This design comes from an exercise in tuning for small area, a short achievable clock period and few clock cycles per item on the open sky130 flow, not from production work. RTL that was checked went through simulation tests only; none was proved equivalent to the original. Power figures rest on the tool's default switching activity, not on a simulated workload.

## north
## bodega_tx
module bodega_tx (
    input  wire        clk,
    input  wire        rst,
    input  wire        req_valid,
    input  wire [31:0] req_word,
    output wire        req_ready,
    input  wire [11:0] rd_addr,
    output reg  [15:0] rd_data
);
Size: roughly 1900 cells after synthesis, roughly 420 flip-flops.
clock: 12.0 ns
lec_check: 0
cap_margin: 0
core_margin: 2
core_utilization: 40
setup_slack_margin: 5
slew_margin: 0
standard.sh (not shown) runs the stock make flow with config.mk's settings and CLKGATE_MAP_FILE= SYNTH_SCRIPT=/design/flow/synth_recipe.tcl, a recipe that flattens the netlist after the stock synthesis.
==> flow/flow/run.sh <==
#!/bin/bash
# Own layout flow: the standard flow (standard.sh) with two changes,
#  - the port buffers are plain buf_2 cells (the default choice here is a
#    delay cell, clkdlybuf4s50_1, that timing repair cannot resize away),
#  - clock tree synthesis inserts no dummy loads.
# Synthesis is the standard one, run unchanged. Each step's full output
# goes to a log file in the work folder.
set -euo pipefail
bash standard.sh synth > flow_synth.log 2>&1
bash standard.sh \
  "BUFFER_PORTS_ARGS=-buffer_cell sky130_fd_sc_hd__buf_2" \
  "CTS_ARGS=-sink_clustering_enable -repair_clock_nets -dont_use_dummy_load -sink_clustering_size 30 -sink_clustering_max_diameter 80" \
  finish > flow_layout.log 2>&1
diff inputs: north => south
-- flow/design.v --
<<< north, line 192
        endcase
    end
    always @(*) begin
        rd_data = 16'd0;
        if (rd_addr[11:9] == 3'b100) begin
            if (rd_addr[8:5] == 4'd0 && b < len5)
                rd_data = {8'd0, byte_at};
        end else if (rd_addr[11:4] == 8'h02) begin
            rd_data = (rd_addr[3:0] == 4'd0) ? {9'd0, p0} : p[rd_addr[3:0]];
        end else begin
            case (rd_addr)
            12'h000: rd_data = {6'd0, bad_op, tx_err, 1'b0, tx_err, 6'd0};
            12'h003: rd_data = {11'd0, len5};
            12'h005: rd_data = ck;
            default: rd_data = 16'd0;
            endcase
        end
    end
endmodule
>>> south, line 192
        endcase
    end
    wire        rg_t = rd_addr[11:5] == 7'b1000000;
    wire        rg_p = rd_addr[11:4] == 8'h02;
    wire [15:0] pm   = (rd_addr[3:0] == 4'd0) ? {9'd0, p0} : p[rd_addr[3:0]];
    wire [7:0]  tm   = (b < len5) ? byte_at : 8'h00;
    always @(*) begin
        rd_data = ({16{rg_t}} & {8'd0, tm})
                | ({16{rg_p}} & pm)
                | ({16{rd_addr == 12'h000}} & {6'd0, bad_op, tx_err, 1'b0, tx_err, 6'd0})
                | ({16{rd_addr == 12'h003}} & {11'd0, len5})
                | ({16{rd_addr == 12'h005}} & ck);
    end
endmodule
## What came out
Comparing south and north, the lower synthesis-to-layout area growth is on south. Lower switching power total was reported by south, not north. The highest fanout seen on the critical path of south is lower than that of north. [compare] base=north new=south: via count down 484; post-CTS clock slew at the launch and capture registers of the worst setup and hold paths held steady; count of clock-buffer cells in the layout fell 7.7%; layout buffer count excluding clock buffers moved down. In south the post-route worst setup slack turned out 0.087 ns lower than in north. In south, cell count after placement is lower than in north. Compared with north, in south overall fraction of global-route tracks in use -0.85 points; height of the chip ~0 delta; total chip power -about 2%. Between north and south, later-pin clock latency in the skew report increased.
Testbench counts of south, summed over its fixed seeds: cycles 3,588, frames 918.
Function not checked in north: the RTL went through the layout flow alone.

* * *

bodega_tx with an RTL version that a note above also has.
Size: ~420 flip-flops, roughly 22000 um2 of cells after synthesis.
export LEC_CHECK = 0
export CAP_MARGIN = 20
export CORE_MARGIN = 2
export CORE_UTILIZATION = 40
export SETUP_SLACK_MARGIN = 5
export SLEW_MARGIN = 20
create_clock -name core_clock -period 12.0 [get_ports {clk}]
Scripts as last shown in full above: flow/flow/run.sh
Testbench counts at the start, summed over its fixed seeds: cycles 3,588, frames 918.
Change:
--- a/flow/design.v
+++ b/flow/design.v
@@ -188,17 +188,28 @@
         5'd25: byte_at = s_c15;
         5'd29: byte_at = ck[15:8];
         5'd30: byte_at = ck[7:0];
         default: byte_at = 8'h00;
         endcase
     end
     wire        rg_t = rd_addr[11:5] == 7'b1000000;
     wire        rg_p = rd_addr[11:4] == 8'h02;
-    wire [15:0] pm   = (rd_addr[3:0] == 4'd0) ? {9'd0, p0} : p[rd_addr[3:0]];
+    reg  [15:0] pq [0:3];
+    integer g;
+    always @(*) begin
+        for (g = 0; g < 4; g = g + 1)
+            case (rd_addr[1:0])
+            2'd0: pq[g] = (g == 0) ? {9'd0, p0} : p[4*g];
+            2'd1: pq[g] = p[4*g+1];
+            2'd2: pq[g] = p[4*g+2];
+            default: pq[g] = p[4*g+3];
+            endcase
+    end
+    wire [15:0] pm = pq[rd_addr[3:2]];
     wire [7:0]  tm   = (b < len5) ? byte_at : 8'h00;
     always @(*) begin
         rd_data = ({16{rg_t}} & {8'd0, tm})
                 | ({16{rg_p}} & pm)
                 | ({16{rd_addr == 12'h000}} & {6'd0, bad_op, tx_err, 1'b0, tx_err, 6'd0})
                 | ({16{rd_addr == 12'h003}} & {11'd0, len5})
                 | ({16{rd_addr == 12'h005}} & ck);
     end
Result:
- cell count is about the same
- wire length went down by a few percent
- worst hold slack improved by 0.012 ns
- design area went up by a few percent
- setup slack improved by 0.084 ns
- clock skew went down by 0.042 ns
- utilization went up by 1.1 points
- power went up slightly
- register-to-register slack got worse by 0.11 ns
- synthesized cell count went down by a few percent
- via count went down slightly
- sequential power is about the same
- clock-buffer cell count went down by 1
- global-route usage went down by 2.6 points
The RTL of the second run of this note was laid out without a check of its function.

-- re-timing with driven ports --
Ports are ideal in the flow. The routed layouts listed here were re-timed in OpenROAD. Step 1 sets driving cells, clkbuf_16 on the clock port and buf_2 on the other inputs (assumed; they add their load-dependent delay and slew). Step 2 times the ports against the registers' clock, not the clock port: input delays grow and output delays shrink by t, the midpoint of the rising clock arrivals with the driver on. Slacks: ideal ports / drivers / drivers and shift; pairs: ideal ports / drivers.
| run | shift t [ns] | setup WS [ns] | hold slack, ns | slew at the worst register clock pin (ns) |
|---|---|---|---|---|
| north | 0.632 | 4.921 / 4.889 / 4.806 | 0.477 / 0.477 / 0.477 | 0.11 / 0.11 |
| south | 0.625 | 4.834 / 4.770 / 4.770 | 0.472 / 0.472 / 0.472 | 0.11 / 0.11 |
| the first run of note 2 | 0.625 | 4.864 / 4.799 / 4.799 | 0.472 / 0.472 / 0.472 | 0.12 / 0.12 |
| the second run of note 2 | 0.621 | 4.948 / 4.753 / 4.707 | 0.484 / 0.484 / 0.484 | 0.12 / 0.12 |
After both steps every run listed still meets setup and hold. For the second run of note 2, which loses most, drivers alone change the setup slack by -0.195 ns; drivers and shift together by -0.241 ns.
